What follows belongs to an exercise in optimizing a design on an open flow for small area; a production flow would make more cautious choices. Function was not checked in any run shown here: the RTL went through the layout flow alone. Power and IR drop assume default switching activity.

==> flow/run.sh <==
#!/bin/bash
# The standard layout (standard.sh: ORFS synthesis, floorplan, place,
# CTS, route, finish), with these changes made through the environment that
# ORFS reads:
#  - synthesis maps the logic with the ABC script flow/abc_area.script (a
#    stronger area-oriented mapping; ABC only sees the combinational logic,
#    so the registers are those of the standard synthesis), and leaves the
#    adders to ABC instead of mapping them to fixed full/half adder cells;
#  - the input and output port buffers use the smallest buffer cell;
#  - clock tree synthesis inserts no dummy loads and uses clkbuf_8 buffers.
# The full make output goes to standard.log; ORFS's own per-step logs are
# under orfs/logs/.
set -o pipefail
rm -rf scripts_abc
cp -r "$FLOW_HOME/scripts" scripts_abc
cp flow/abc_area.script scripts_abc/abc_area.script
export SCRIPTS_DIR="$PWD/scripts_abc"
export ABC_AREA=1
export ADDER_MAP_FILE=
export BUFFER_PORTS_ARGS="-buffer_cell sky130_fd_sc_hd__buf_1"
export CTS_ARGS="-sink_clustering_enable -repair_clock_nets -dont_use_dummy_load -buf_list sky130_fd_sc_hd__clkbuf_8"
bash standard.sh > standard.log 2>&1
==> flow/abc_area.script <==
strash
&get -n
&fraig -x
&st
&syn2
&dch -f
&nf -R 1000
&st
&syn2
&dch -f
&nf -R 1000
&put
==> standard.sh <==
#!/bin/bash
# synth_recipe.tcl (not shown) runs the flow's synth.tcl, then flattens the netlist and writes it again
# the make line also repeats each setting of config.mk as NAME=value (left out here)
make -C /OpenROAD-flow-scripts/flow DESIGN_CONFIG=/design/flow/config.mk WORK_HOME=/design/flow/orfs CLKGATE_MAP_FILE= SYNTH_SCRIPT=/design/flow/synth_recipe.tcl "${@:-finish}"
==> config.mk <==
export PLATFORM = sky130hd
export DESIGN_NAME = psk_mod
export DESIGN_NICKNAME = psk_mod
export VERILOG_FILES = /design/flow/design.v
export SDC_FILE = /design/flow/constraint.sdc
export NUM_CORES = 4
export LEC_CHECK = 0
export ABC_AREA = 1
export CAP_MARGIN = 20
export CORE_MARGIN = 2
export CORE_UTILIZATION = 40
export SLEW_MARGIN = 20
==> constraint.sdc <==
create_clock -name core_clock -period 100.0 [get_ports {clk}]
set_input_delay 20.0000 -clock core_clock [delete_from_list [all_inputs] [get_ports {clk}]]
set_output_delay 20.0000 -clock core_clock [all_outputs]
set_load 0.01 [all_outputs]
==> design.v <==
module psk_packer (
    input  wire        clk,
    input  wire        rst,
    input  wire        tok_valid,
    output wire        tok_ready,
    input  wire [2:0]  tok_tag,
    input  wire [15:0] tok_data,
    input  wire        hold,        
    input  wire        pop,
    output wire        q_vis,       
    output wire [2:0]  h_tag,
    output wire [7:0]  h_d
);
    reg [7:0]  acc_q;       
    reg        lz_q;
    reg [3:0]  bi_q;        
    reg [7:0]  s0_q;        
    reg [7:0]  s1_q;        
    reg [2:0]  t1_q;        
    reg        v0_q, v1_q, g_q;
    wire busy     = (bi_q != 4'd15);
    wire q_empty  = !v0_q && !v1_q && !g_q;
    wire is_data  = (tok_tag == 3'd0);
    wire a_empty  = (acc_q == 8'd1);
    wire pk_ok    = !hold && (busy || q_empty);
    wire pk_go    = tok_valid && pk_ok;
    wire pk_b     = is_data & tok_data[bi_q];
    wire pk_shift = pk_go && (is_data || !a_empty);
    wire [7:0] unit = {acc_q[6:0], pk_b};
    wire unit_done = pk_shift && acc_q[7];
    wire pk_stop  = is_data ? ((!pk_b && lz_q) || (bi_q == 4'd0)) : a_empty;
    assign tok_ready = pk_ok && pk_stop;
    wire tok_fire = tok_valid && tok_ready;
    assign q_vis = !busy && !q_empty;
    assign h_tag = v0_q ? 3'd0 : (g_q ? 3'd0 : t1_q);
    assign h_d   = v0_q ? s0_q : (g_q ? 8'd0 : s1_q);
    always @(posedge clk) begin
        if (rst) begin
            acc_q <= 8'd1;
            lz_q  <= 1'b0;
            bi_q  <= 4'd15;
            v0_q  <= 1'b0;
            v1_q  <= 1'b0;
            g_q   <= 1'b0;
        end else begin
            if (pk_go) bi_q <= tok_fire ? 4'd15 : bi_q - 4'd1;
            if (pk_shift) begin
                acc_q <= acc_q[7] ? 8'd1 : unit;
                if (is_data) lz_q <= !pk_b;
            end
            if (unit_done) begin
                if (!v0_q) begin
                    s0_q <= unit;
                    v0_q <= 1'b1;
                    g_q  <= !is_data && (unit[1:0] == 2'b00) && (unit != 8'd0);
                end else begin
                    s1_q <= unit;
                    t1_q <= 3'd0;
                    v1_q <= 1'b1;
                end
            end
            if (pk_go && !is_data && a_empty) begin
                s1_q <= tok_data[7:0];
                t1_q <= tok_tag;
                v1_q <= 1'b1;
            end
            if (pop) begin
                if (v0_q)      v0_q <= 1'b0;
                else if (g_q)  g_q  <= 1'b0;
                else           v1_q <= 1'b0;
            end
        end
    end
endmodule
module psk_pq (
    input  wire        clk,
    input  wire        rst,
    input  wire        start_ok,    
    input  wire [63:7] t,
    output reg  [4:0]  lc_q,        
    output reg         mul_q,       
    output reg  [6:0]  rem_q,       
    output reg         diff_q       
);
    reg [25:0] ce_q, co_q;
    function automatic ge_c14(input [13:0] x, input [13:0] c);
        integer i;
        reg     r;
        begin
            r = 1'b1;
            for (i = 0; i < 14; i = i + 1)
                r = c[i] ? (x[i] & r) : (x[i] | r);
            ge_c14 = r;
        end
    endfunction
    reg        pend_q;
    wire lc0  = (lc_q == 5'd0);
    wire lc5  = (lc_q == 5'd5);
    wire lc25 = (lc_q == 5'd25);
    wire [6:0] rin = lc0 ? {2'b00, t[63:59]} : rem_q;
    wire [31:0] dhi, dlo;
    genvar gi;
    generate
        for (gi = 0; gi < 32; gi = gi + 1) begin : g_dig
            if (gi < 26) begin : g_v
                assign dhi[gi] = t[58 - 2*gi];
                assign dlo[gi] = t[57 - 2*gi];
            end else begin : g_z
                assign dhi[gi] = 1'b0;
                assign dlo[gi] = 1'b0;
            end
        end
    endgenerate
    wire [1:0] dg  = {dhi[lc_q], dlo[lc_q]};
    wire [8:0] v   = {rin, dg};
    wire ge1 = ge_c14({5'd0, v}, 14'd125);
    wire ge2 = ge_c14({5'd0, v}, 14'd250);
    wire ge3 = ge_c14({5'd0, v}, 14'd375);
    wire [1:0] qd  = ge3 ? 2'd3 : ge2 ? 2'd2 : ge1 ? 2'd1 : 2'd0;
    wire [8:0] vr  = v - qd * 9'd125;
    wire real_now  = lc0 ? (!mul_q && start_ok) : pend_q;
    wire dx = (qd[0] ^ ce_q[25]) | (qd[1] ^ co_q[25]);
    always @(posedge clk) begin
        if (rst) begin
            lc_q   <= 5'd0;
            pend_q <= 1'b0;
            mul_q  <= 1'b0;
        end else begin
            lc_q   <= lc25 ? 5'd0 : lc_q + 5'd1;
            pend_q <= real_now && !lc25;
            if (lc25 && pend_q) mul_q <= 1'b1;
            else if (lc5)       mul_q <= 1'b0;
        end
        if (!mul_q) begin
            rem_q  <= vr[6:0];
            diff_q <= lc0 ? dx : (diff_q | dx);
        end
        ce_q <= {ce_q[24:0], real_now ? qd[0] : ce_q[25]};
        co_q <= {co_q[24:0], real_now ? qd[1] : co_q[25]};
    end
endmodule
module psk_sampler (
    input  wire        clk,
    input  wire        rst,
    input  wire        smp_valid,
    output wire        smp_ready,
    input  wire [6:0]  t_lo,        
    input  wire        cancel,
    input  wire [4:0]  lc_q,
    input  wire        mul_q,
    input  wire [6:0]  rem_q,
    input  wire        diff_q,
    input  wire        q_vis,
    input  wire [2:0]  h_tag,
    input  wire [7:0]  h_d,
    output wire        pop,
    output reg         cancel_q,
    output reg  [1:0]  fault_q,
    output reg         res_valid,
    output reg  [7:0]  res_amp,
    output wire        res_phase,
    output reg         res_ack,
    output wire [7:0]  res_handle
);
    localparam [1:0] K_OFF = 2'd0;
    localparam [1:0] K_PRE = 2'd1;
    localparam [1:0] K_TX  = 2'd2;
    localparam [1:0] K_END = 2'd3;
    wire lc0 = (lc_q == 5'd0);
    assign smp_ready = mul_q && (lc_q == 5'd5);
    wire smp_fire = smp_valid && smp_ready;
    function automatic ge_c14(input [13:0] x, input [13:0] c);
        integer i;
        reg     r;
        begin
            r = 1'b1;
            for (i = 0; i < 14; i = i + 1)
                r = c[i] ? (x[i] & r) : (x[i] | r);
            ge_c14 = r;
        end
    endfunction
    reg [1:0] kind_q;
    reg [5:0] c_q;        
    reg [7:0] h_q;        
    reg       phase_q, sn_q, cv_q, fall_q, rise_q;
    assign res_phase  = phase_q;
    assign res_handle = h_q;
    reg [1:0] kind1;
    reg [5:0] c1, c2;
    reg [7:0] h1;
    reg [1:0] flt;
    reg       fire;
    reg       popr;
    reg       need;
    reg       tick, flip, bb, phase2, sn2, fall2, rise2;
    always @* begin
        kind1 = kind_q;
        c1    = c_q;
        h1    = h_q;
        flt   = 2'd0;
        fire  = 1'b0;
        popr  = 1'b0;
        need  = (kind_q == K_TX) ? c_q[3] : c_q[5];
        if (cancel_q) begin
            kind1 = K_OFF;
            c1    = 6'd0;
        end else if (need) begin
            if (kind_q == K_END) begin
                kind1 = K_OFF;
                c1    = 6'd0;
            end else if (q_vis) begin
                popr = 1'b1;
                case (h_tag)
                    3'd0: begin
                        if (kind_q == K_OFF) flt = 2'd2;
                        else begin
                            kind1 = K_TX;
                            h1    = h_d;
                            c1    = (h_d == 8'd0) ? 6'd7 : 6'd0;
                        end
                    end
                    3'd1: begin
                        h1 = h_d;
                        if (kind_q == K_OFF) begin
                            kind1 = K_PRE;
                            c1    = 6'd0;
                        end else fire = 1'b1;
                    end
                    3'd2: begin
                        h1   = h_d;
                        fire = 1'b1;
                    end
                    3'd3: begin
                        h1 = h_d;
                        if (kind_q == K_OFF) begin
                            fire = 1'b1;
                            c1   = 6'd0;
                        end else begin
                            kind1 = K_END;
                            c1    = 6'd0;
                        end
                    end
                    default: flt = 2'd1;
                endcase
            end
        end
        tick   = !cv_q || diff_q;
        c2     = c1;
        phase2 = phase_q;
        sn2    = sn_q;
        fall2  = fall_q;
        rise2  = rise_q;
        flip   = 1'b0;
        bb     = c1[3] ? 1'b0 : h1[3'd7 - c1[2:0]];
        if (tick) begin
            sn2 = !sn_q;
            if (sn_q) begin
                case (kind1)
                    K_PRE, K_END: begin
                        if (!c1[5]) c2 = c1 + 6'd1;
                        if (c1 == 6'd31) fire = 1'b1;
                        flip = 1'b1;
                    end
                    K_TX: begin
                        if (!c1[3]) c2 = c1 + 6'd1;
                        flip = !bb;
                    end
                    default: flip = 1'b0;
                endcase
                phase2 = phase_q ^ flip;
                rise2  = fall_q | flip;
            end else begin
                case (kind1)
                    K_PRE, K_END: fall2 = 1'b1;
                    K_TX:         fall2 = !bb;
                    default:      fall2 = 1'b0;
                endcase
            end
        end
    end
    assign pop = smp_fire && popr;
    wire [13:0] pos   = {rem_q, t_lo};
    wire        lt4k  = !ge_c14(pos, 14'd4000);
    wire        ge12k = ge_c14(pos, 14'd12000);
    wire        in_b  = !sn2;
    wire        dip   = in_b ? (rise2 && lt4k) : (fall2 && ge12k);
    wire [11:0] r     = in_b ? pos[11:0] : (12'd3712 - pos[11:0]);
    wire [12:0] z     = r + 13'd50 * r[3:0];
    wire [2:0]  zk    = ge_c14({1'b0, z}, 14'd4000) ? 3'd5 : ge_c14({1'b0, z}, 14'd3200) ? 3'd4 :
                        ge_c14({1'b0, z}, 14'd2400) ? 3'd3 : ge_c14({1'b0, z}, 14'd1600) ? 3'd2 :
                        ge_c14({1'b0, z}, 14'd800)  ? 3'd1 : 3'd0;
    wire [7:0]  shape = r[11:4] + zk;
    wire [7:0]  base  = dip ? shape : 8'd255;
    wire [5:0]  g     = (kind1 == K_END) ? (6'd32 - c2) : c2;
    wire        full  = (kind1 == K_TX) || g[5];
    wire        off   = (kind1 == K_OFF);
    reg         gbit;
    always @* begin
        case (lc_q[2:0])
            3'd1:    gbit = g[0];
            3'd2:    gbit = g[1];
            3'd3:    gbit = g[2];
            3'd4:    gbit = g[3];
            default: gbit = g[4];
        endcase
    end
    wire [8:0]  asum  = res_amp + ((gbit || full) ? base : 8'd0);
    wire [7:0]  amp   = lc0 ? (full ? base : 8'd0) : (off ? 8'd0 : asum[8:1]);
    always @(posedge clk) begin
        if (rst) begin
            kind_q    <= K_OFF;
            c_q       <= 6'd32;
            phase_q   <= 1'b0;
            sn_q      <= 1'b1;
            cv_q      <= 1'b0;
            fall_q    <= 1'b0;
            rise_q    <= 1'b0;
            cancel_q  <= 1'b0;
            fault_q   <= 2'd0;
            res_valid <= 1'b0;
        end else begin
            res_valid <= smp_fire;
            if (cancel) cancel_q <= 1'b1;
            if (smp_fire) begin
                if (flt != 2'd0) begin
                    fault_q <= flt;
                end else begin
                    kind_q  <= kind1;
                    c_q     <= c2;
                    h_q     <= h1;
                    phase_q <= phase2;
                    sn_q    <= sn2;
                    cv_q    <= 1'b1;
                    fall_q  <= fall2;
                    rise_q  <= rise2;
                end
            end
        end
        res_amp <= amp;
        res_ack <= fire;
    end
endmodule
module psk_mod (
    input  wire        clk,
    input  wire        rst,
    input  wire        tok_valid,
    output wire        tok_ready,
    input  wire [2:0]  tok_tag,
    input  wire [15:0] tok_data,
    input  wire        cancel,
    input  wire        smp_valid,
    output wire        smp_ready,
    input  wire [63:0] smp_t,
    output wire        res_valid,
    output wire [7:0]  res_amp,
    output wire        res_phase,
    output wire [31:0] res_freq,
    output wire        res_ack,
    output wire [7:0]  res_handle,
    output wire [1:0]  fault
);
    assign res_freq = 32'd1000;
    wire        cancelled;
    wire        q_vis;
    wire [2:0]  h_tag;
    wire [7:0]  h_d;
    wire        pop;
    wire [4:0]  lc;
    wire        mul;
    wire [6:0]  rem;
    wire        diff;
    psk_packer u_packer (
        .clk       (clk),
        .rst       (rst),
        .tok_valid (tok_valid),
        .tok_ready (tok_ready),
        .tok_tag   (tok_tag),
        .tok_data  (tok_data),
        .hold      (cancelled || (fault != 2'd0) || mul),
        .pop       (pop),
        .q_vis     (q_vis),
        .h_tag     (h_tag),
        .h_d       (h_d)
    );
    psk_pq u_div (
        .clk      (clk),
        .rst      (rst),
        .start_ok (smp_valid && (fault == 2'd0)),
        .t        (smp_t[63:7]),
        .lc_q     (lc),
        .mul_q    (mul),
        .rem_q    (rem),
        .diff_q   (diff)
    );
    psk_sampler u_sampler (
        .clk        (clk),
        .rst        (rst),
        .smp_valid  (smp_valid),
        .smp_ready  (smp_ready),
        .t_lo       (smp_t[6:0]),
        .cancel     (cancel),
        .lc_q       (lc),
        .mul_q      (mul),
        .rem_q      (rem),
        .diff_q     (diff),
        .q_vis      (q_vis),
        .h_tag      (h_tag),
        .h_d        (h_d),
        .pop        (pop),
        .cancel_q   (cancelled),
        .fault_q    (fault),
        .res_valid  (res_valid),
        .res_amp    (res_amp),
        .res_phase  (res_phase),
        .res_ack    (res_ack),
        .res_handle (res_handle)
    );
endmodule
==> results of run 1 <==
[stage by stage]
stage,cell area [sq um],setup WS (ns)
after floorplan,7240,58.80
after global placement,7750,58.41
after detailed placement,7750,58.41
after CTS,7990,58.40
after global routing,8000,58.23
final,8000,58.39
[cell type report]
type                            instances  area share [%]
Clock buffer                           17            2.93
Multi-Input combinational cell        683            48.2
Timing Repair Buffer                  118            5.90
Sequential cell                       136            38.4
Inverter                               22            1.03
Tap cell                              225            3.52
[power breakdown]
part | internal, W | total, W | leakage [nW] | switching (W)
registers | 0.0000664 | 0.0000713 | 1.15 | 0.00000487
clock network | 0.0000149 | 0.0000320 | 0.122 | 0.0000171
logic | 0.0000192 | 0.0000473 | 1.66 | 0.0000281
total | 0.000101 | 0.000151 | 2.94 | 0.0000501
[cells in the final DEF, fill, tap and decap left out, types with 32 or more instances in the layout]
cell / Yosys / layout
sky130_fd_sc_hd__a21oi_1: 61 / 61
sky130_fd_sc_hd__buf_1: 0 / 109
sky130_fd_sc_hd__conb_1: 2 / 32
sky130_fd_sc_hd__dfxtp_1: 101 / 101
sky130_fd_sc_hd__edfxtp_1: 35 / 35
sky130_fd_sc_hd__nand2_1: 71 / 71
sky130_fd_sc_hd__nor2_1: 139 / 139
sky130_fd_sc_hd__nor3_1: 39 / 39
sky130_fd_sc_hd__o21ai_0: 58 / 58
sky130_fd_sc_hd__xnor2_1: 41 / 41
[per-layer routing]
metal,vias up,wire length [um],GRT usage [%]
met5,-,0,0
met4,0,154,5.15
met3,13,1130,4.27
met2,197,8170,31.1
met1,2928,8810,28.1
li1,3258,-,-
[logic make-up after synthesis]
logic type / Yosys count / share of synthesized area (%)
AOI/OAI and AO/OA: 234 / 20.4
xor gates and xnor gates: 59 / 7.25
other: 2 / 0.105
DFF: 136 / 43.1
adders and majority gates: 4 / 0.562
buffers and inverters: 54 / 4.53
and+or+nand+nor: 339 / 21.7
muxes: 15 / 2.30
[state kept, by name, summed over array words and instances (netlist names), 2 cells and up]
| register | flops |
|---|---|
| u_packer.acc_q | 8 |
| u_div.ce_q | 26 |
| u_sampler.h_q | 8 |
| u_sampler.c_q | 6 |
| u_packer.s1_q | 8 |
| u_sampler.kind_q | 2 |
| u_div.co_q | 26 |
| u_sampler.res_amp | 8 |
| u_div.lc_q | 5 |
| u_packer.t1_q | 3 |
| u_packer.bi_q | 4 |
| u_packer.s0_q | 8 |
| u_div.rem_q | 7 |
| u_sampler.fault_q | 2 |
[worst max-delay path by stage]
| stage | start | endpoint | slack, ns | cells past startpoint |
|---|---|---|---|---|
| CTS | tok_data[7] | tok_ready | 58.40 | 11 |
| global placement | tok_data[1] | tok_ready | 58.41 | 11 |
| global route | tok_data[7] | tok_ready | 58.23 | 11 |
| detailed placement | tok_data[7] | tok_ready | 58.41 | 11 |
| finish | tok_data[7] | tok_ready | 58.39 | 11 |
| floorplan | tok_data[15] | tok_ready | 58.80 | 9 |
==> flow_summary.json, run 1 <==
{
  "slew_violations": 0,
  "rsz0062_at_grt": "false",
  "dpl.cell_count": 1183,
  "synth-seq-area-share_pct": 43.1,
  "post_cts.resized_instances": 0,
  "layout.area.seq_sq_mm": 0.00307,
  "period_needed_ns": 41.61,
  "core_area_sq_mm": 0.0174,
  "library_cell_used_as_clock_root_buffer": "sky130_fd_sc_hd__clkbuf_8",
  "r2r_slack_ns": 93.02,
  "antenna_found_initial": 0,
  "cellLeakagePower_nw": 2.94,
  "worst_path_dominant_cell_family": "multiplexers",
  "timing.critical_path.cells": "buf_1 -> mux2i_1 -> nand2_1 -> o221ai_1 -> mux4_2 -> nand2_1 -> o31ai_1 -> nand2_1 -> nand2_1 -> and2_0 -> buf_1",
  "synth.largest_area_cell": "sky130_fd_sc_hd__dfxtp_1",
  "cts_htree_levels": 4,
  "drt_wl_total_um": 18300,
  "timing_worst_slew_pin_value_ns": 0.889,
  "irDropWorstVdd_uv": 9.45,
  "yosysUniqueCellTypes": 53,
  "cts_made_buffers": 17,
  "maxCapViolCount": 0,
  "critPathMostFrequentCell": "sky130_fd_sc_hd__nand2_1",
  "cts_tree": "yes",
  "number_of_enable_type_register_cells_in_the_synthesized_netlist": 35,
  "worstPathBufferInverterCount": 2,
  "post-cts-setup-buffer-count": 0,
  "hold_path_end": "u_div.co_q[12]",
  "cts_hold_buffers": 0,
  "layout_cell_share_with_drive_strength_beyond_1_pct": 2.87,
  "status": "no timing/DRC/antenna violations",
  "wl_per_cell_um": 15.2,
  "timing.final.hold_violations": 0,
  "post-dp-hpwl_um": 13700,
  "hold_path_depth": 0,
  "initial_utilization_pct": 41.1,
  "yosys.cell_count.top_type": "sky130_fd_sc_hd__nor2_1",
  "die_area_sq_mm": 0.0189,
  "fin_worst_hold_slack_ns": 0.321,
  "drt-vias-per-instance": 5.33,
  "first_global_vias": 5771,
  "synth-seq-cells": 136,
  "ys_dominant_reg_cell": "sky130_fd_sc_hd__dfxtp_1",
  "min-delay-path-class": "register to register",
  "final.setup.tns_ns": 0,
  "synthesis.area_per_instance_sq_um": 8.46,
  "setup.worst_path.class": "input port to primary output",
  "ioPinCount": 143,
  "gr-total-overflow": 0,
  "power.density_cell_area_mw_per_mm2": 18.8,
  "finish.cell_count_without_fillers": 1201,
  "drtAntennaViolNets": 0,
  "gp_congestion": 0.874,
  "design.final.nets": 1066,
  "synth.cells.most_frequent": "139 x sky130_fd_sc_hd__nor2_1, 101 x sky130_fd_sc_hd__dfxtp_1, 71 x sky130_fd_sc_hd__nand2_1",
  "timing.max_slew.rel_slack_pct": 40.5,
  "critPathSlowestCell": "sky130_fd_sc_hd__mux4_2",
  "utilization_pct": 46.1,
  "worstHoldStart": "u_div.co_q[11]",
  "ys_top_cells_by_area": "sky130_fd_sc_hd__dfxtp_1 28%, sky130_fd_sc_hd__edfxtp_1 15%, sky130_fd_sc_hd__nor2_1 7.3%, sky130_fd_sc_hd__xnor2_1 5.0%, sky130_fd_sc_hd__a21oi_1 4.3%",
  "wire_length_of_the_first_global_routing_pass_um": 29300,
  "critPathRequiredTime_ns": 80.00,
  "worstPathMaxFanout": 5,
  "floorplan.rows": 48,
  "synthToLayoutAreaGrowth_pct": 12.1,
  "clk_latency_ns": 0.44,
  "highest_attainable_clock_frequency_mhz": 24.0,
  "setup.worst_path.end_class": "primary output",
  "worst_setup_path_start_kind": "input port",
  "timing.final.setup_violations": 0,
  "n_fill_cell": 1767,
  "path_clk_slew_ns": 0.08,
  "number_of_drc_markers_in_iteration_0": 322,
  "clock_tree.buffer_depth": 2,
  "regToRegStartpoint": "u_packer.v0_q",
  "worst_flop_to_flop_path_endpoint": "u_sampler.res_amp[6]",
  "r2r_cells": 25,
  "multi_input_area_sq_mm": 0.00385,
  "timing.final.crit_share_pct": 41.6,
  "worst_clock_skew_ns": 0.0354,
  "synth-async-reset-ratio_pct": 0,
  "syn-cell-area_sq_mm": 0.00713,
  "die_height_um": 138,
  "clock-sinks": 136,
  "synth_top_area_share_pct": 28.4,
  "grt_max_degree": 40,
  "diodes": 0,
  "overall_power_w": 0.000151,
  "fp.dieW_um": 138,
  "timing.critical_path.arrival_ns": 21.61,
  "synth.yosys.warnings": 3,
  "slowest_delay_ns": 0.52,
  "grtUsageTotal_pct": 19.9,
  "remaining_drc_errors": 0,
  "vias": 6396,
  "postSynthCellCount": 843,
  "port_buffers": 110,
  "dr.pass1.iters": 4
}
==> run 2: changes to the inputs <==
==> flow/run.sh (replaced) <==
#!/bin/bash
# The standard layout (standard.sh, unchanged synthesis and steps), with
# two settings changed through the environment ORFS reads:
#  - the input and output port buffers use the smallest buffer cell
#  - clock tree synthesis inserts no dummy loads and uses clkbuf_8 buffers
# The full make output goes to standard.log; ORFS's own per-step logs are
# under orfs/logs/.
set -o pipefail
export BUFFER_PORTS_ARGS="-buffer_cell sky130_fd_sc_hd__buf_1"
export CTS_ARGS="-sink_clustering_enable -repair_clock_nets -dont_use_dummy_load -buf_list sky130_fd_sc_hd__clkbuf_8"
bash standard.sh > standard.log 2>&1
--- a/config.mk
+++ b/config.mk
@@ -7,3 +7,2 @@
 export LEC_CHECK = 0
-export ABC_AREA = 1
 export CAP_MARGIN = 20
removed: flow/abc_area.script
==> flow_summary.json, run 2 <==
{
  "status": "no timing/DRC/antenna violations",
  "timing.final.setup_violations": 0,
  "timing.critical_path.arrival_ns": 21.77,
  "yosys.cell_count.top_type": "sky130_fd_sc_hd__dfxtp_1",
  "number_of_drc_markers_in_iteration_0": 408,
  "critical_path_cell_count": 8,
  "initial_utilization_pct": 40.7,
  "compound_gate_fraction_of_synth_area_pct": 17.6,
  "wl_per_cell_um": 15.1,
  "die_height_um": 150,
  "first_global_vias": 6333,
  "synthesis.area_per_instance_sq_um": 9.22,
  "fin_worst_hold_slack_ns": 0.308,
  "synth-simple-area-share_pct": 17.6,
  "highest_attainable_clock_frequency_mhz": 23.9,
  "synthAdderAreaFrac_pct": 8.43,
  "die_area_sq_mm": 0.0225,
  "critPathRequiredTime_ns": 80.00,
  "core_area_sq_mm": 0.0210,
  "cts_tree": "yes",
  "worst_path_dominant_cell_family": "multiplexers",
  "worst_clock_skew_ns": 0.0244,
  "timing.final.hold_violations": 0,
  "detailedPlace.worstSlack_ns": 58.25,
  "fin_worst_setup_slack_ns": 58.23,
  "hold_path_depth": 0,
  "post_cts.resized_instances": 0,
  "syn-cell-area_sq_mm": 0.00852,
  "final.setup.tns_ns": 0,
  "timing_worst_slew_pin_value_ns": 1.09,
  "timing.critical_path.cells": "buf_1 -> mux4_2 -> mux4_2 -> nor2b_1 -> o21ai_0 -> nand2_1 -> and2_1 -> buf_1",
  "rsz0062_at_grt": "false",
  "wire_length_of_the_first_global_routing_pass_um": 31800,
  "path_clk_slew_ns": 0.07,
  "grt_max_degree": 37,
  "gr-total-overflow": 0,
  "r2r_cells": 35,
  "number_of_enable_type_register_cells_in_the_synthesized_netlist": 35,
  "synth.cells.most_frequent": "101 x sky130_fd_sc_hd__dfxtp_1, 100 x sky130_fd_sc_hd__nor2_1, 67 x sky130_fd_sc_hd__nand2_1",
  "period_needed_ns": 41.77,
  "min-delay-path-class": "register to register",
  "drtAntennaViolNets": 0,
  "worst_setup_path_start_kind": "input port",
  "diodes": 0,
  "synth-seq-area-share_pct": 36.1,
  "slew_violations": 0,
  "setup.worst_path.class": "input port to primary output",
  "synth-seq-cells": 136,
  "gp_congestion": 0.856,
  "synth-async-reset-ratio_pct": 0,
  "power.density_cell_area_mw_per_mm2": 18.9,
  "maxCapViolCount": 0,
  "setup.worst_path.end_class": "primary output",
  "clock_tree.buffer_depth": 2,
  "cts_made_buffers": 17,
  "critPathSlowestCell": "sky130_fd_sc_hd__mux4_2",
  "synthToLayoutAreaGrowth_pct": 8.68,
  "post-dp-hpwl_um": 15100,
  "clk_latency_ns": 0.43,
  "vias": 6852,
  "remaining_drc_errors": 0,
  "synth.largest_area_cell": "sky130_fd_sc_hd__dfxtp_1",
  "postPlaceCellArea_sq_mm": 0.00902,
  "timing.final.crit_share_pct": 41.8,
  "ys_dominant_reg_cell": "sky130_fd_sc_hd__dfxtp_1",
  "clock-sinks": 136,
  "worstPathMaxFanout": 3,
  "antenna_found_initial": 0,
  "ioPinCount": 143,
  "worstPathBufferInverterCount": 2,
  "design.final.nets": 1156,
  "floorplan.rows": 53,
  "largestRegisters": "u_div.ce_q (26), u_div.co_q (26)",
  "slowest_delay_ns": 0.50,
  "synth_xor_xnor_area_share_pct": 5.02,
  "postSynthCellCount": 924,
  "irDropWorstVdd_uv": 9.59,
  "grtUsageTotal_pct": 17.6,
  "layout_cell_share_with_drive_strength_beyond_1_pct": 7.30,
  "utilization_pct": 44.2,
  "r2r_slack_ns": 92.29,
  "design_area_sq_mm": 0.00926,
  "synth.yosys.warnings": 3,
  "cellLeakagePower_nw": 3.57,
  "timing.max_slew.rel_slack_pct": 27.4,
  "drt-vias-per-instance": 5.32,
  "cts_htree_levels": 4,
  "combinational_family_with_the_most_area_after_synthesis": "compound AO/OA/AOI/OAI gates",
  "port_buffers": 110,
  "dr.pass1.iters": 7,
  "library_cell_used_as_clock_root_buffer": "sky130_fd_sc_hd__clkbuf_8",
  "synth_mux_area_share_pct": 8.27,
  "fp.dieW_um": 150,
  "mostFrequentLayoutCells": "110 x sky130_fd_sc_hd__buf_1, 101 x sky130_fd_sc_hd__dfxtp_1, 100 x sky130_fd_sc_hd__nor2_1",
  "drt_wl_total_um": 19500,
  "ys_top_cells_by_area": "sky130_fd_sc_hd__dfxtp_1 24%, sky130_fd_sc_hd__edfxtp_1 12%, sky130_fd_sc_hd__ha_1 6.3%, sky130_fd_sc_hd__mux4_2 5.0%, sky130_fd_sc_hd__nor2_1 4.4%",
  "yosysUniqueCellTypes": 83,
  "post-cts-setup-buffer-count": 0,
  "final_common_cell": "sky130_fd_sc_hd__buf_1",
  "synth_top_area_share_pct": 23.7,
  "cts_hold_buffers": 0
}
## run 2: changes by cell type after synthesis, sizes merged, moves of 9 or more
cell	before	now
fa	0	9
xnor2	41	25
ha	0	43
clkinv	22	0
nor2	139	100
o22ai	27	8
buf	32	42
mux4	1	19
clkbuf	0	31
inv	0	48
o21ai	58	39
nor3	39	21
## run 2: power by group
part	switching, W	internal [W]
clock network	0.0000182	0.0000150
registers	0.00000529	0.0000668
logic	0.0000391	0.0000310
total	0.0000626	0.000113
## run 2: final timing paths
kind | from | endpoint
max | tok_data[7] | tok_ready
min | u_div.co_q[12] | u_div.co_q[13]
max reg2reg | u_div.diff_q | u_sampler.res_amp[6]
min reg2reg | u_div.co_q[12] | u_div.co_q[13]
## run 2: cells by family after synthesis
kind of cell | Yosys count
simple gates | 304
compound gates | 217
flops | 136
buf+inv | 121
fa+ha+maj | 52
xor+xnor | 48
mux | 44
other cells | 2
## run 2: worst reg2reg max path: cells and delay by family (launching register included)
| kind | cells | cell delay, ns |
|---|---|---|
| AO/OA/AOI/OAI | 14 | 2.54 |
| adder cells (fa/ha/maj) | 6 | 2.08 |
| AND/OR/NAND/NOR | 10 | 1.73 |
| XOR/XNOR | 2 | 0.61 |
| flip-flops | 1 | 0.40 |
| buffers and inverters | 3 | 0.20 |
## run 2: area by class of cell
| type | instances | area (sq um) |
|---|---|---|
| fillers | 2143 | 11700 |
| well taps | 275 | 344 |
| multi-input cells | 697 | 4970 |
| inverters | 48 | 180 |
| repair buffers | 116 | 458 |
| flip-flops and latches | 136 | 3070 |
| clock buffers | 17 | 234 |
## run 2: layer usage
| layer | track usage [%] | part of all wire, % |
|---|---|---|
| met5 | 0 | 0 |
| met4 | 3.96 | 1.2 |
| met3 | 4.02 | 5.6 |
| met2 | 27.1 | 45 |
| met1 | 25.2 | 48 |
## run 2: through the flow
step | instances | total power [W]
final | 1289 | 0.000175
after global routing | 1289 | 0.000189
after CTS | 1289 | 0.000177
after detailed placement | 1272 | 0.000143
after global placement | 1272 | 0.000142
after floorplan | 954 | 0.000129
==> run 3: changes to the inputs <==
--- a/design.v
+++ b/design.v
@@ -114,8 +114,10 @@
     wire [1:0] dg  = {dhi[lc_q], dlo[lc_q]};
-    wire [8:0] v   = {rin, dg};
-    wire ge1 = ge_c14({5'd0, v}, 14'd125);
-    wire ge2 = ge_c14({5'd0, v}, 14'd250);
-    wire ge3 = ge_c14({5'd0, v}, 14'd375);
-    wire [1:0] qd  = ge3 ? 2'd3 : ge2 ? 2'd2 : ge1 ? 2'd1 : 2'd0;
-    wire [8:0] vr  = v - qd * 9'd125;
+    wire [7:0] v1  = {rin, dg[1]};
+    wire       q1  = (v1 >= 8'd125);
+    wire [6:0] r1  = q1 ? (v1[6:0] + 7'd3) : v1[6:0];
+    wire [7:0] v0  = {r1, dg[0]};
+    wire       q0  = (v0 >= 8'd125);
+    wire [6:0] r0  = q0 ? (v0[6:0] + 7'd3) : v0[6:0];
+    wire [1:0] qd  = {q1, q0};
+    wire [8:0] vr  = {2'b00, r0};
     wire real_now  = lc0 ? (!mul_q && start_ok) : pend_q;
@@ -253,3 +255,3 @@
         flip   = 1'b0;
-        bb     = c1[3] ? 1'b0 : h1[3'd7 - c1[2:0]];
+        bb     = (popr && h_tag == 3'd0) ? h_d[7] : (c_q[3] ? 1'b0 : h_q[3'd7 - c_q[2:0]]);
         if (tick) begin
@@ -281,29 +283,4 @@
     assign pop = smp_fire && popr;
-    wire [13:0] pos   = {rem_q, t_lo};
-    wire        lt4k  = !ge_c14(pos, 14'd4000);
-    wire        ge12k = ge_c14(pos, 14'd12000);
-    wire        in_b  = !sn2;
-    wire        dip   = in_b ? (rise2 && lt4k) : (fall2 && ge12k);
-    wire [11:0] r     = in_b ? pos[11:0] : (12'd3712 - pos[11:0]);
-    wire [12:0] z     = r + 13'd50 * r[3:0];
-    wire [2:0]  zk    = ge_c14({1'b0, z}, 14'd4000) ? 3'd5 : ge_c14({1'b0, z}, 14'd3200) ? 3'd4 :
-                        ge_c14({1'b0, z}, 14'd2400) ? 3'd3 : ge_c14({1'b0, z}, 14'd1600) ? 3'd2 :
-                        ge_c14({1'b0, z}, 14'd800)  ? 3'd1 : 3'd0;
-    wire [7:0]  shape = r[11:4] + zk;
-    wire [7:0]  base  = dip ? shape : 8'd255;
-    wire [5:0]  g     = (kind1 == K_END) ? (6'd32 - c2) : c2;
-    wire        full  = (kind1 == K_TX) || g[5];
-    wire        off   = (kind1 == K_OFF);
-    reg         gbit;
-    always @* begin
-        case (lc_q[2:0])
-            3'd1:    gbit = g[0];
-            3'd2:    gbit = g[1];
-            3'd3:    gbit = g[2];
-            3'd4:    gbit = g[3];
-            default: gbit = g[4];
-        endcase
-    end
-    wire [8:0]  asum  = res_amp + ((gbit || full) ? base : 8'd0);
-    wire [7:0]  amp   = lc0 ? (full ? base : 8'd0) : (off ? 8'd0 : asum[8:1]);
+    wire [7:0] amp;
+    psk_amp u_amp(.rem_q(rem_q), .t_lo(t_lo), .sn2(sn2), .rise2(rise2), .fall2(fall2), .kind1(kind1), .c2(c2), .lc_q(lc_q), .res_amp(res_amp), .amp(amp));
     always @(posedge clk) begin
@@ -342,2 +319,46 @@
 endmodule
+module psk_amp(input [6:0] rem_q, input [6:0] t_lo, input sn2, rise2, fall2, input [1:0] kind1, input [5:0] c2, input [4:0] lc_q, input [7:0] res_amp, output [7:0] amp);
+    localparam [1:0] K_OFF = 2'd0;
+    localparam [1:0] K_PRE = 2'd1;
+    localparam [1:0] K_TX  = 2'd2;
+    localparam [1:0] K_END = 2'd3;
+    wire lc0 = (lc_q == 5'd0);
+    function automatic ge_c14(input [13:0] x, input [13:0] c);
+        integer i;
+        reg     r;
+        begin
+            r = 1'b1;
+            for (i = 0; i < 14; i = i + 1)
+                r = c[i] ? (x[i] & r) : (x[i] | r);
+            ge_c14 = r;
+        end
+    endfunction
+    wire [13:0] pos   = {rem_q, t_lo};
+    wire        lt4k  = !ge_c14(pos, 14'd4000);
+    wire        ge12k = ge_c14(pos, 14'd12000);
+    wire        in_b  = !sn2;
+    wire        dip   = in_b ? (rise2 && lt4k) : (fall2 && ge12k);
+    wire [11:0] r     = in_b ? pos[11:0] : (12'd3712 - pos[11:0]);
+    wire [12:0] z     = r + 13'd50 * r[3:0];
+    wire [2:0]  zk    = ge_c14({1'b0, z}, 14'd4000) ? 3'd5 : ge_c14({1'b0, z}, 14'd3200) ? 3'd4 :
+                        ge_c14({1'b0, z}, 14'd2400) ? 3'd3 : ge_c14({1'b0, z}, 14'd1600) ? 3'd2 :
+                        ge_c14({1'b0, z}, 14'd800)  ? 3'd1 : 3'd0;
+    wire [7:0]  shape = r[11:4] + zk;
+    wire [7:0]  base  = dip ? shape : 8'd255;
+    wire [5:0]  g     = (kind1 == K_END) ? (6'd32 - c2) : c2;
+    wire        full  = (kind1 == K_TX) || g[5];
+    wire        off   = (kind1 == K_OFF);
+    reg         gbit;
+    always @* begin
+        case (lc_q[2:0])
+            3'd1:    gbit = g[0];
+            3'd2:    gbit = g[1];
+            3'd3:    gbit = g[2];
+            3'd4:    gbit = g[3];
+            default: gbit = g[4];
+        endcase
+    end
+    wire [8:0]  asum  = res_amp + ((gbit || full) ? base : 8'd0);
+    assign amp   = lc0 ? (full ? base : 8'd0) : (off ? 8'd0 : asum[8:1]);
+endmodule
 module psk_mod (
==> flow/run.sh (replaced) <==
#!/bin/bash
# The standard layout (standard.sh: ORFS synthesis, floorplan, place,
# CTS, route, finish), with these changes made through the environment that
# ORFS reads:
#  - synthesis maps the logic with the ABC script flow/abc_area.script (a
#    stronger area-oriented mapping; ABC only sees the combinational logic,
#    so the registers are those of the standard synthesis), and leaves the
#    adders to ABC instead of mapping them to fixed full/half adder cells;
#  - the input and output port buffers use the smallest buffer cell;
#  - clock tree synthesis inserts no dummy loads and uses clkbuf_8 buffers.
# The full make output goes to standard.log; ORFS's own per-step logs are
# under orfs/logs/.
set -o pipefail
rm -rf scripts_abc
cp -r "$FLOW_HOME/scripts" scripts_abc
cp flow/abc_area.script scripts_abc/abc_area.script
export SCRIPTS_DIR="$PWD/scripts_abc"
export ABC_AREA=1
export ADDER_MAP_FILE=
export BUFFER_PORTS_ARGS="-buffer_cell sky130_fd_sc_hd__buf_1"
export CTS_ARGS="-sink_clustering_enable -repair_clock_nets -dont_use_dummy_load -buf_list sky130_fd_sc_hd__clkbuf_8"
bash standard.sh > standard.log 2>&1
==> flow/abc_area.script (new file) <==
strash
&get -n
&fraig -x
&st
&syn2
&dch -f
&nf -R 1000
&st
&syn2
&dch -f
&nf -R 1000
&put
--- a/config.mk
+++ b/config.mk
@@ -7,2 +7,3 @@
 export LEC_CHECK = 0
+export ABC_AREA = 1
 export CAP_MARGIN = 20
==> flow_summary.json, run 3 <==
{
  "rsz0062_at_grt": "false",
  "internal_power_w": 0.0000998,
  "synth.cells.most_frequent": "115 x sky130_fd_sc_hd__nor2_1, 101 x sky130_fd_sc_hd__dfxtp_1, 75 x sky130_fd_sc_hd__nand2_1",
  "drtAntennaViolNets": 0,
  "timing.final.crit_share_pct": 41.6,
  "worst_clock_skew_ns": 0.0193,
  "initial_utilization_pct": 40.9,
  "ys_dominant_reg_cell": "sky130_fd_sc_hd__dfxtp_1",
  "power.sequential.fraction_pct": 47.6,
  "slowest_delay_ns": 0.32,
  "postPlaceCellArea_sq_mm": 0.00766,
  "yosys.cell_count.top_type": "sky130_fd_sc_hd__nor2_1",
  "setup.worst_path.class": "input port to primary output",
  "core_area_sq_mm": 0.0172,
  "clock_tree.buffer_depth": 2,
  "worst_path_dominant_cell_family": "compound AO/OA/AOI/OAI gates",
  "die_height_um": 137,
  "clk_latency_ns": 0.43,
  "timing_worst_slew_pin_value_ns": 1.04,
  "synthToLayoutAreaGrowth_pct": 12.1,
  "critPathRequiredTime_ns": 80.00,
  "n_fill_cell": 1759,
  "remaining_drc_errors": 0,
  "diodes": 0,
  "final_common_cell": "sky130_fd_sc_hd__nor2_1",
  "ys_top_cells_by_area": "sky130_fd_sc_hd__dfxtp_1 29%, sky130_fd_sc_hd__edfxtp_1 15%, sky130_fd_sc_hd__nor2_1 6.1%, sky130_fd_sc_hd__xnor2_1 5.6%, sky130_fd_sc_hd__a21oi_1 4.2%",
  "synth.yosys.warnings": 4,
  "largestRegisters": "u_div.ce_q (26), u_div.co_q (26)",
  "synth.largest_area_cell": "sky130_fd_sc_hd__dfxtp_1",
  "vias": 6092,
  "worstPathMaxFanout": 4,
  "critPathSlowestCell": "sky130_fd_sc_hd__o21ai_0",
  "synth-seq-cells": 136,
  "slew_violations": 0,
  "post-cts-setup-buffer-count": 0,
  "grt_max_degree": 40,
  "drt_wl_total_um": 16400,
  "synth-seq-area-share_pct": 43.6,
  "post-dp-hpwl_um": 12300,
  "postSynthCellCount": 812,
  "design.final.nets": 1033,
  "cts_made_buffers": 17,
  "cellLeakagePower_nw": 2.86,
  "irDropWorstVdd_uv": 10.7,
  "path_clk_slew_ns": 0.07,
  "maxCapViolCount": 0,
  "setup.worst_path.end_class": "primary output",
  "r2r_slack_ns": 92.77,
  "yosysUniqueCellTypes": 50,
  "floorplan.rows": 48,
  "drt-vias-per-instance": 5.22,
  "timing.critical_path.arrival_ns": 21.55,
  "r2r_cells": 30,
  "timing.max_slew.rel_slack_pct": 29.6,
  "first_global_vias": 5453,
  "fp.dieW_um": 137,
  "number_of_enable_type_register_cells_in_the_synthesized_netlist": 35,
  "mostFrequentLayoutCells": "115 x sky130_fd_sc_hd__nor2_1, 109 x sky130_fd_sc_hd__buf_1, 101 x sky130_fd_sc_hd__dfxtp_1",
  "syn-cell-area_sq_mm": 0.00705,
  "worstPathBufferInverterCount": 2,
  "synthesis.area_per_instance_sq_um": 8.68,
  "wl_per_cell_um": 14.0,
  "synth_top_area_share_pct": 28.7,
  "status": "no timing/DRC/antenna violations",
  "worstSetupEndpoint": "tok_ready",
  "gp_congestion": 0.817,
  "timing.critical_path.cells": "buf_1 -> mux2i_1 -> nand2_1 -> o221ai_1 -> o22ai_1 -> o21ai_0 -> a21oi_1 -> nor2_1 -> nor2_1 -> nor2b_1 -> buf_1",
  "design_area_sq_mm": 0.00790,
  "port_buffers": 110,
  "wire_length_of_the_first_global_routing_pass_um": 26400,
  "synth-async-reset-ratio_pct": 0,
  "pwr-share-clk_pct": 21.6,
  "worst_setup_path_start_kind": "input port",
  "cts_tree": "yes",
  "timing.final.setup_violations": 0,
  "total_switching_power_w": 0.0000481,
  "grtUsageTotal_pct": 17.8,
  "layout_cell_share_with_drive_strength_beyond_1_pct": 2.86,
  "period_needed_ns": 41.55,
  "final.setup.tns_ns": 0,
  "timing.critical_path.from": "tok_data[3]",
  "dr.pass1.iters": 4,
  "worst_flop_to_flop_path_endpoint": "u_sampler.res_amp[7]",
  "post_cts.resized_instances": 0,
  "die_area_sq_mm": 0.0187,
  "gr-total-overflow": 0,
  "ioPinCount": 143,
  "netSwitchingFraction_pct": 32.5,
  "clock-sinks": 136,
  "critical_path_cell_count": 11,
  "timing.final.hold_violations": 0,
  "min-delay-path-class": "register to register",
  "p_comb_share_pct": 30.7,
  "cts_hold_buffers": 0,
  "library_cell_used_as_clock_root_buffer": "sky130_fd_sc_hd__clkbuf_8",
  "antenna_found_initial": 0,
  "power.density_cell_area_mw_per_mm2": 18.7,
  "highest_attainable_clock_frequency_mhz": 24.1,
  "number_of_drc_markers_in_iteration_0": 275,
  "cts_htree_levels": 4,
  "regToRegStartpoint": "u_div.diff_q"
}
## run 3: cell count changes in the layout (fill, tap and decap cells not counted), moves of 9 or more
cell,previous run,this run
sky130_fd_sc_hd__nor3_1,20,36
sky130_fd_sc_hd__xnor2_1,24,45
sky130_fd_sc_hd__ha_1,43,0
sky130_fd_sc_hd__clkinv_1,0,21
sky130_fd_sc_hd__fa_1,9,0
sky130_fd_sc_hd__inv_1,48,0
sky130_fd_sc_hd__o22ai_1,8,37
sky130_fd_sc_hd__nand2b_1,22,12
sky130_fd_sc_hd__and2_1,12,0
sky130_fd_sc_hd__mux4_2,19,2
sky130_fd_sc_hd__nor2_1,100,115
## run 3: through the flow
stage	setup WS (ns)	total power [W]	util [%]	hold WS, ns	std cells
after floorplan	58.86	0.000107	-	0.310	842
after global placement	58.56	0.000117	44.5	0.310	1150
after detailed placement	58.49	0.000116	44.5	0.312	1150
after CTS	58.48	0.000149	45.8	0.325	1167
after global routing	58.28	0.000158	45.8	0.329	1168
final	58.45	0.000148	45.8	0.318	1168
## run 3: logic make-up (layout without fill, tap and decap cells)
kind of cell | count (synthesis) | count (layout) | synth area share, %
XOR/XNOR | 64 | 64 | 7.95
flip-flops | 136 | 136 | 43.6
AND/OR/NAND/NOR | 310 | 310 | 20.1
buffers and inverters | 53 | 154 | 4.53
adder cells (fa/ha/maj) | 6 | 6 | 0.852
other | 2 | 32 | 0.107
AO/OA/AOI/OAI | 223 | 223 | 19.9
multiplexers | 18 | 18 | 2.95
## run 3: final cells by class
type                       instances  area (sq um)  share of cell area (%)
multi-input combinational        653          3780                    47.8
sequential                       136          3070                    38.9
timing repair buffer             116           457                    5.78
tap                              225           282                    3.56
clock buffer                      17           234                    2.96
inverter                          21          78.8                   0.997
## run 3: power groups by stage
stage / clock, W / sequential [W] / combinational [W]
2_1_floorplan: 0 / 0.0000701 / 0.0000369
3_3_place_gp: 0 / 0.0000716 / 0.0000449
3_5_place_dp: 0 / 0.0000716 / 0.0000449
4_1_cts: 0.0000332 / 0.0000706 / 0.0000454
5_1_grt: 0.0000352 / 0.0000714 / 0.0000512
6_report: 0.0000320 / 0.0000705 / 0.0000455
## run 3: worst min-delay path by stage
stage | start | endpoint | depth (start not counted)
floorplan | u_div.ce_q[9] | u_div.ce_q[10] | 0
global placement | u_div.ce_q[23] | u_div.ce_q[24] | 0
detailed placement | u_div.co_q[13] | u_div.co_q[14] | 0
CTS | u_div.co_q[15] | u_div.co_q[16] | 0
global route | u_div.co_q[15] | u_div.co_q[16] | 0
finish | u_div.co_q[15] | u_div.co_q[16] | 0
## run 3: worst reg2reg max path, delay by kind of cell (launching register included)
family | cells | cell delay (ns)
adder cells (fa/ha/maj) | 4 | 1.51
AND/OR/NAND/NOR | 13 | 2.30
XOR/XNOR | 2 | 1.07
AO/OA/AOI/OAI | 9 | 1.63
buffers and inverters | 2 | 0.12
flip-flops | 1 | 0.42
## run 3: layer usage
layer  part of all wire (%)  track usage (%)  vias up
li1                       -                -     3156
met1                     49             24.5     2734
met2                     44             27.5      194
met3                    6.4             4.41        8
met4                   0.75             5.38        0
met5                      0                0        -
==> run 4: changes to the inputs <==
--- a/design.v
+++ b/design.v
@@ -78,2 +78,3 @@
     input  wire        start_ok,    
+    input  wire        accepted,    
     input  wire [63:7] t,
@@ -129,2 +130,3 @@
             mul_q  <= 1'b0;
+            diff_q <= 1'b1;
         end else begin
@@ -134,7 +136,6 @@
             else if (lc5)       mul_q <= 1'b0;
+            if (accepted)      diff_q <= 1'b0;
+            else if (real_now) diff_q <= diff_q | dx;
         end
-        if (!mul_q) begin
-            rem_q  <= vr[6:0];
-            diff_q <= lc0 ? dx : (diff_q | dx);
-        end
+        if (!mul_q) rem_q <= vr[6:0];
         ce_q <= {ce_q[24:0], real_now ? qd[0] : ce_q[25]};
@@ -186,3 +187,3 @@
     reg [7:0] h_q;        
-    reg       phase_q, sn_q, cv_q, fall_q, rise_q;
+    reg       phase_q, sn_q, fall_q, rise_q;
     assign res_phase  = phase_q;
@@ -248,3 +249,3 @@
         end
-        tick   = !cv_q || diff_q;
+        tick   = diff_q;
         c2     = c1;
@@ -291,3 +292,2 @@
             sn_q      <= 1'b1;
-            cv_q      <= 1'b0;
             fall_q    <= 1'b0;
@@ -309,3 +309,2 @@
                     sn_q    <= sn2;
-                    cv_q    <= 1'b1;
                     fall_q  <= fall2;
@@ -409,2 +408,3 @@
         .start_ok (smp_valid && (fault == 2'd0)),
+        .accepted (smp_valid && smp_ready),
         .t        (smp_t[63:7]),
==> flow_summary.json, run 4 <==
{
  "largestRegisters": "u_div.ce_q (26), u_div.co_q (26)",
  "gr-total-overflow": 0,
  "timing.final.setup_violations": 0,
  "port_buffers": 110,
  "die_height_um": 136,
  "cts_made_buffers": 17,
  "cellLeakagePower_nw": 2.84,
  "maxCapViolCount": 0,
  "wl_per_cell_um": 13.7,
  "timing.final.crit_share_pct": 41.8,
  "cts_tree": "yes",
  "synthesis.area_per_instance_sq_um": 8.86,
  "clock-sinks": 135,
  "design.final.nets": 1005,
  "synth.cells.most_frequent": "112 x sky130_fd_sc_hd__nor2_1, 101 x sky130_fd_sc_hd__dfxtp_1, 56 x sky130_fd_sc_hd__nand2_1",
  "first_global_vias": 5376,
  "synth-seq-area-share_pct": 43.9,
  "rsz0062_at_grt": "false",
  "ioPinCount": 143,
  "critPathRequiredTime_ns": 80.00,
  "gp_congestion": 0.800,
  "grtUsageTotal_pct": 17.6,
  "power.density_cell_area_mw_per_mm2": 18.9,
  "clk_latency_ns": 0.43,
  "worstHoldStart": "u_div.co_q[0]",
  "synth_top_area_share_pct": 29.2,
  "synthToLayoutAreaGrowth_pct": 12.5,
  "hold_path_depth": 0,
  "synth-seq-cells": 135,
  "ys_dominant_reg_cell": "sky130_fd_sc_hd__dfxtp_1",
  "remaining_drc_errors": 0,
  "utilization_pct": 45.6,
  "compound_gate_fraction_of_synth_area_pct": 19.5,
  "final.setup.tns_ns": 0,
  "drt_wl_total_um": 15700,
  "postPlaceCellArea_sq_mm": 0.00756,
  "clock_tree.buffer_depth": 2,
  "wire_length_of_the_first_global_routing_pass_um": 26100,
  "yosys.cell_count.top_type": "sky130_fd_sc_hd__nor2_1",
  "vias": 5829,
  "die_area_sq_mm": 0.0184,
  "grt_max_degree": 40,
  "worstPathMaxFanout": 6,
  "synth.yosys.warnings": 4,
  "drt-vias-per-instance": 5.11,
  "post_cts.resized_instances": 0,
  "timing.max_slew.rel_slack_pct": 34.0,
  "design_area_sq_mm": 0.00780,
  "synth_mux_area_share_pct": 3.39,
  "post-cts-setup-buffer-count": 0,
  "syn-cell-area_sq_mm": 0.00694,
  "drtAntennaViolNets": 0,
  "core_area_sq_mm": 0.0171,
  "setup.worst_path.end_class": "primary output",
  "regToRegStartpoint": "u_sampler.sn_q",
  "setup.worst_path.class": "input port to primary output",
  "postSynthCellCount": 783,
  "r2r_cells": 29,
  "yosysUniqueCellTypes": 55,
  "synthAdderAreaFrac_pct": 0.866,
  "layout_cell_share_with_drive_strength_beyond_1_pct": 3.17,
  "mostFrequentLayoutCells": "112 x sky130_fd_sc_hd__nor2_1, 109 x sky130_fd_sc_hd__buf_1, 101 x sky130_fd_sc_hd__dfxtp_1",
  "dpl.cell_count": 1123,
  "fp.dieW_um": 136,
  "timing.critical_path.from": "tok_data[7]",
  "initial_utilization_pct": 40.5,
  "cts_htree_levels": 4,
  "combinational_family_with_the_most_area_after_synthesis": "simple AND/OR/NAND/NOR gates",
  "timing.final.hold_violations": 0,
  "timing.critical_path.arrival_ns": 21.77,
  "number_of_drc_markers_in_iteration_0": 259,
  "slew_violations": 0,
  "timing_worst_slew_pin_value_ns": 0.979,
  "synth-async-reset-ratio_pct": 0,
  "antenna_found_initial": 0,
  "min-delay-path-class": "register to register",
  "irDropWorstVdd_uv": 15.1,
  "number_of_enable_type_register_cells_in_the_synthesized_netlist": 34,
  "path_clk_slew_ns": 0.08,
  "status": "no timing/DRC/antenna violations",
  "synth-simple-area-share_pct": 20.1,
  "post-dp-hpwl_um": 11600,
  "ys_top_cells_by_area": "sky130_fd_sc_hd__dfxtp_1 29%, sky130_fd_sc_hd__edfxtp_1 15%, sky130_fd_sc_hd__nor2_1 6.1%, sky130_fd_sc_hd__xnor2_1 4.8%, sky130_fd_sc_hd__a21oi_1 3.8%",
  "final_common_cell": "sky130_fd_sc_hd__nor2_1",
  "finish.cell_count_without_fillers": 1140,
  "cts_hold_buffers": 0,
  "worst_setup_path_start_kind": "input port",
  "diodes": 0,
  "library_cell_used_as_clock_root_buffer": "sky130_fd_sc_hd__clkbuf_8",
  "dr.pass1.iters": 5,
  "floorplan.rows": 48,
  "period_needed_ns": 41.77,
  "worst_clock_skew_ns": 0.0290,
  "synth.largest_area_cell": "sky130_fd_sc_hd__dfxtp_1",
  "synth_xor_xnor_area_share_pct": 7.70,
  "highest_attainable_clock_frequency_mhz": 23.9
}
run 4: changes by cell type in the layout (fill, tap and decap cells not counted), moves of 5 or more:
cell and delta:
sky130_fd_sc_hd__a21oi_1 -6, sky130_fd_sc_hd__and3_1 -5, sky130_fd_sc_hd__mux2i_1 +5, sky130_fd_sc_hd__nand2_1 -19
sky130_fd_sc_hd__nor3_1 -7, sky130_fd_sc_hd__o22ai_1 -6, sky130_fd_sc_hd__o31ai_1 +5, sky130_fd_sc_hd__xnor2_1 -7
run 4: layer usage:
layer  wire (um)  track usage [%]  share of wire [%]
met1        7860             24.5                 50
met2        6830             27.3                 44
met3         842             4.68                5.4
met4         123             4.11               0.79
met5           0                0                  0
run 4: final cells by class:
type / count / area (sq um)
Clock buffer: 17 / 234
Fill cell: 1681 / 9310
Inverter: 18 / 67.6
Multi-Input combinational cell: 628 / 3710
Sequential cell: 135 / 3040
Tap cell: 225 / 282
Timing Repair Buffer: 117 / 467
run 4: worst max-delay path, cell delays in order:
cell and delay (ns):
sky130_fd_sc_hd__buf_1 0.08, sky130_fd_sc_hd__mux2i_1 0.14, sky130_fd_sc_hd__a21oi_1 0.08, sky130_fd_sc_hd__o21ai_0 0.13
sky130_fd_sc_hd__o21ai_0 0.14, sky130_fd_sc_hd__o22ai_1 0.25, sky130_fd_sc_hd__a21oi_1 0.10, sky130_fd_sc_hd__o21ai_0 0.48
sky130_fd_sc_hd__and2_0 0.22, sky130_fd_sc_hd__buf_1 0.15
run 4: worst paths after layout:
path / end / slack (ns)
worst max register to register: u_sampler.res_amp[6] / 93.16
worst max-delay path: tok_ready / 58.23
worst min-delay path: u_div.co_q[1] / 0.32
worst min register to register: u_div.co_q[1] / 0.32
run 4: logic make-up (layout without fill, tap and decap cells):
group,Yosys count,count (layout)
simple gates,295,295
compound gates,213,213
flops,135,135
xor+xnor,61,61
buf+inv,50,152
mux,21,21
fa+ha+maj,6,6
other cells,2,32
run 4: through the flow:
stage          power [W]  setup slack (ns)  hold slack (ns)
2_1_floorplan   0.000107             58.76            0.310
3_3_place_gp    0.000116             58.29            0.311
3_5_place_dp    0.000116             58.25            0.312
4_1_cts         0.000149             58.24            0.321
5_1_grt         0.000158             57.93            0.324
6_report        0.000147             58.23            0.316
run 4: power breakdown:
group	internal [W]	switching (W)	leakage [nW]	total, W
Combinational	0.0000192	0.0000262	1.57	0.0000454
Sequential	0.0000649	0.00000483	1.15	0.0000697
Clock	0.0000149	0.0000171	0.122	0.0000320
Total	0.0000990	0.0000481	2.84	0.000147
==> run 5: changes to the inputs <==
--- a/config.mk
+++ b/config.mk
@@ -12 +12,2 @@
 export SLEW_MARGIN = 20
+export SYNTH_HIERARCHICAL = 1
==> flow_summary.json, run 5 <==
{
  "clock_tree.buffer_depth": 2,
  "mostFrequentLayoutCells": "109 x sky130_fd_sc_hd__buf_1, 108 x sky130_fd_sc_hd__nor2_1, 101 x sky130_fd_sc_hd__dfxtp_1",
  "synthToLayoutAreaGrowth_pct": 12.5,
  "power.density_cell_area_mw_per_mm2": 18.2,
  "fin_worst_hold_slack_ns": 0.314,
  "rsz0062_at_grt": "false",
  "multi_input_area_sq_mm": 0.00377,
  "slew_violations": 0,
  "critPathRequiredTime_ns": 80.00,
  "r2r_cells": 31,
  "cts_tree": "yes",
  "wire_length_of_the_first_global_routing_pass_um": 26200,
  "fp.dieW_um": 136,
  "grt_max_degree": 41,
  "largestRegisters": "u_div.ce_q (26), u_div.co_q (26)",
  "dr.pass1.iters": 4,
  "irDropWorstVdd_uv": 11.7,
  "synth_top_area_share_pct": 28.8,
  "utilization_pct": 45.8,
  "drtAntennaViolNets": 0,
  "timing.final.crit_share_pct": 41.6,
  "timing.critical_path.arrival_ns": 21.56,
  "cts_hold_buffers": 0,
  "postSynthCellCount": 795,
  "worstPathMaxFanout": 4,
  "slowest_delay_ns": 0.30,
  "worstPathBufferInverterCount": 3,
  "hold_path_depth": 0,
  "synth-async-reset-ratio_pct": 0,
  "yosys.cell_count.top_type": "sky130_fd_sc_hd__nor2_1",
  "clock-sinks": 135,
  "overall_power_w": 0.000144,
  "antenna_found_initial": 0,
  "first_global_vias": 5277,
  "layout.area.seq_sq_mm": 0.00304,
  "timing.max_slew.rel_slack_pct": 28.1,
  "final_common_cell": "sky130_fd_sc_hd__buf_1",
  "synth.largest_area_cell": "sky130_fd_sc_hd__dfxtp_1",
  "synth-seq-cells": 135,
  "synthesis.area_per_instance_sq_um": 8.82,
  "post_cts.resized_instances": 0,
  "die_height_um": 136,
  "gp_congestion": 0.848,
  "maxCapViolCount": 0,
  "cts_htree_levels": 4,
  "dpl.cell_count": 1137,
  "grtUsageTotal_pct": 17.9,
  "path_clk_slew_ns": 0.07,
  "library_cell_used_as_clock_root_buffer": "sky130_fd_sc_hd__clkbuf_8",
  "n_fill_cell": 1719,
  "syn-cell-area_sq_mm": 0.00701,
  "post-cts-setup-buffer-count": 0,
  "min-delay-path-class": "register to register",
  "core_area_sq_mm": 0.0172,
  "drt-vias-per-instance": 5.22,
  "wl_per_cell_um": 14.1,
  "finish.cell_count_without_fillers": 1154,
  "vias": 6022,
  "worst_setup_path_start_kind": "input port",
  "die_area_sq_mm": 0.0186,
  "layout_cell_share_with_drive_strength_beyond_1_pct": 3.44,
  "critical_path_cell_count": 11,
  "ioPinCount": 143,
  "synth-seq-area-share_pct": 43.4,
  "period_needed_ns": 41.56,
  "timing.critical_path.cells": "buf_1 -> clkinv_1 -> o21ai_0 -> a21oi_1 -> nor4_1 -> o31ai_1 -> a21oi_1 -> nor2_1 -> nor2_1 -> nor3_1 -> buf_1",
  "cts_made_buffers": 17,
  "timing.final.setup_violations": 0,
  "floorplan.rows": 48,
  "number_of_drc_markers_in_iteration_0": 371,
  "timing_worst_slew_pin_value_ns": 1.07,
  "worst_clock_skew_ns": 0.0367,
  "yosysUniqueCellTypes": 55,
  "gr-total-overflow": 0,
  "critPathSlowestCell": "sky130_fd_sc_hd__o31ai_1",
  "design.final.nets": 1019,
  "diodes": 0,
  "initial_utilization_pct": 40.7,
  "highest_attainable_clock_frequency_mhz": 24.1,
  "setup.worst_path.class": "input port to primary output",
  "drt_wl_total_um": 16300,
  "remaining_drc_errors": 0,
  "synth.cells.most_frequent": "108 x sky130_fd_sc_hd__nor2_1, 101 x sky130_fd_sc_hd__dfxtp_1, 65 x sky130_fd_sc_hd__nand2_1",
  "post-dp-hpwl_um": 12000,
  "status": "no timing/DRC/antenna violations",
  "worst_path_dominant_cell_family": "compound AO/OA/AOI/OAI gates",
  "ys_top_cells_by_area": "sky130_fd_sc_hd__dfxtp_1 29%, sky130_fd_sc_hd__edfxtp_1 15%, sky130_fd_sc_hd__nor2_1 5.8%, sky130_fd_sc_hd__xnor2_1 4.0%, sky130_fd_sc_hd__a21oi_1 3.6%",
  "final.setup.tns_ns": 0,
  "ys_dominant_reg_cell": "sky130_fd_sc_hd__dfxtp_1",
  "cellLeakagePower_nw": 2.79,
  "clk_latency_ns": 0.46,
  "number_of_enable_type_register_cells_in_the_synthesized_netlist": 34,
  "synth.yosys.warnings": 10,
  "port_buffers": 110,
  "setup.worst_path.end_class": "primary output",
  "timing.final.hold_violations": 0
}
[run 5: report_power, final]
group          total [W]  internal [W]  switching (W)
clock          0.0000321     0.0000149      0.0000172
sequential     0.0000688     0.0000647     0.00000411
combinational  0.0000428     0.0000174      0.0000254
[run 5: cell type report]
class / count / area share [%]
repair buffers: 119 / 6.10
multi-input cells: 636 / 47.8
clock buffers: 17 / 2.96
well taps: 225 / 3.57
flip-flops and latches: 135 / 38.5
inverters: 22 / 1.05
[run 5: through the flow]
step | instance area [sq um] | setup slack (ns)
after CTS | 7890 | 58.46
after detailed placement | 7660 | 58.46
after global placement | 7660 | 58.57
after floorplan | 7130 | 58.91
after global routing | 7890 | 58.39
final | 7890 | 58.44
[run 5: final timing paths]
check                           slack, ns                    to            from
worst max-delay path                58.44             tok_ready     tok_data[1]
worst min-delay path                 0.31        u_div.co_q[12]  u_div.co_q[11]
worst max register to register      91.98  u_sampler.res_amp[6]   u_packer.v0_q
worst min register to register       0.31        u_div.co_q[12]  u_div.co_q[11]
[run 5: Yosys stat by module, one instance, submodules excluded]
module       cell area, sq um  flops+latches  copies in the design  cells inside
psk_mod                   269              0                     1            37
psk_amp                  1340              0                     1           226
psk_pq                   2350             67                     1           217
psk_sampler              1500             33                     1           170
psk_packer               1560             35                     1           145
[run 5: per-layer routing]
metal / wire, um / global-route usage, % / vias to the layer above
met1: 7960 / 24.4 / 2751
met2: 7300 / 28.3 / 163
met4: 155 / 4.86 / 0
met5: 0 / 0 / -
met3: 830 / 4.47 / 14
li1: - / - / 3094
[run 5: cell families (layout without fill, tap and decap cells)]
kind of cell               after synthesis  count (layout)  synth area share, %
and+or+nand+nor                        307             307                 20.8
AOI/OAI and AO/OA                      213             213                 19.5
DFF                                    135             135                 43.4
xor gates and xnor gates                57              57                 7.12
buffers and inverters                   54             158                 4.60
muxes                                   21              21                 3.62
adders and majority gates                6               6                0.856
other                                    2              32                0.107

## re-timing with driven ports
Ports are ideal in the flow. The routed layouts listed here were re-timed in OpenROAD. Step 1 (the two cells are an assumption about what drives the block):
set clk [get_ports {clk}]
set_driving_cell -lib_cell sky130_fd_sc_hd__clkbuf_16 $clk
set_driving_cell -lib_cell sky130_fd_sc_hd__buf_2 [delete_from_list [all_inputs] $clk]
Step 2 moves the port delays by t, midway between the first and last clock arrival at a register: inputs arrive t later, outputs are due t later. That takes back most of the time a late clock gives input paths. a / b / c = no drivers / after step 1 / after step 2; a / b = the first two.
run	t, ns	setup slack, ns	worst setup path after step 2	worst slew at a driven data input, ns
run 1	0.461	58.391 / 58.370 / 58.370	input to output	0.05
run 2	0.450	58.226 / 58.204 / 58.204	input to output	0.04
run 3	0.453	58.446 / 58.426 / 58.426	input to output	0.05
run 4	0.449	58.226 / 58.204 / 58.204	input to output	0.04
run 5	0.476	58.439 / 58.419 / 58.419	input to output	0.08
After both steps every run listed still meets setup and hold.
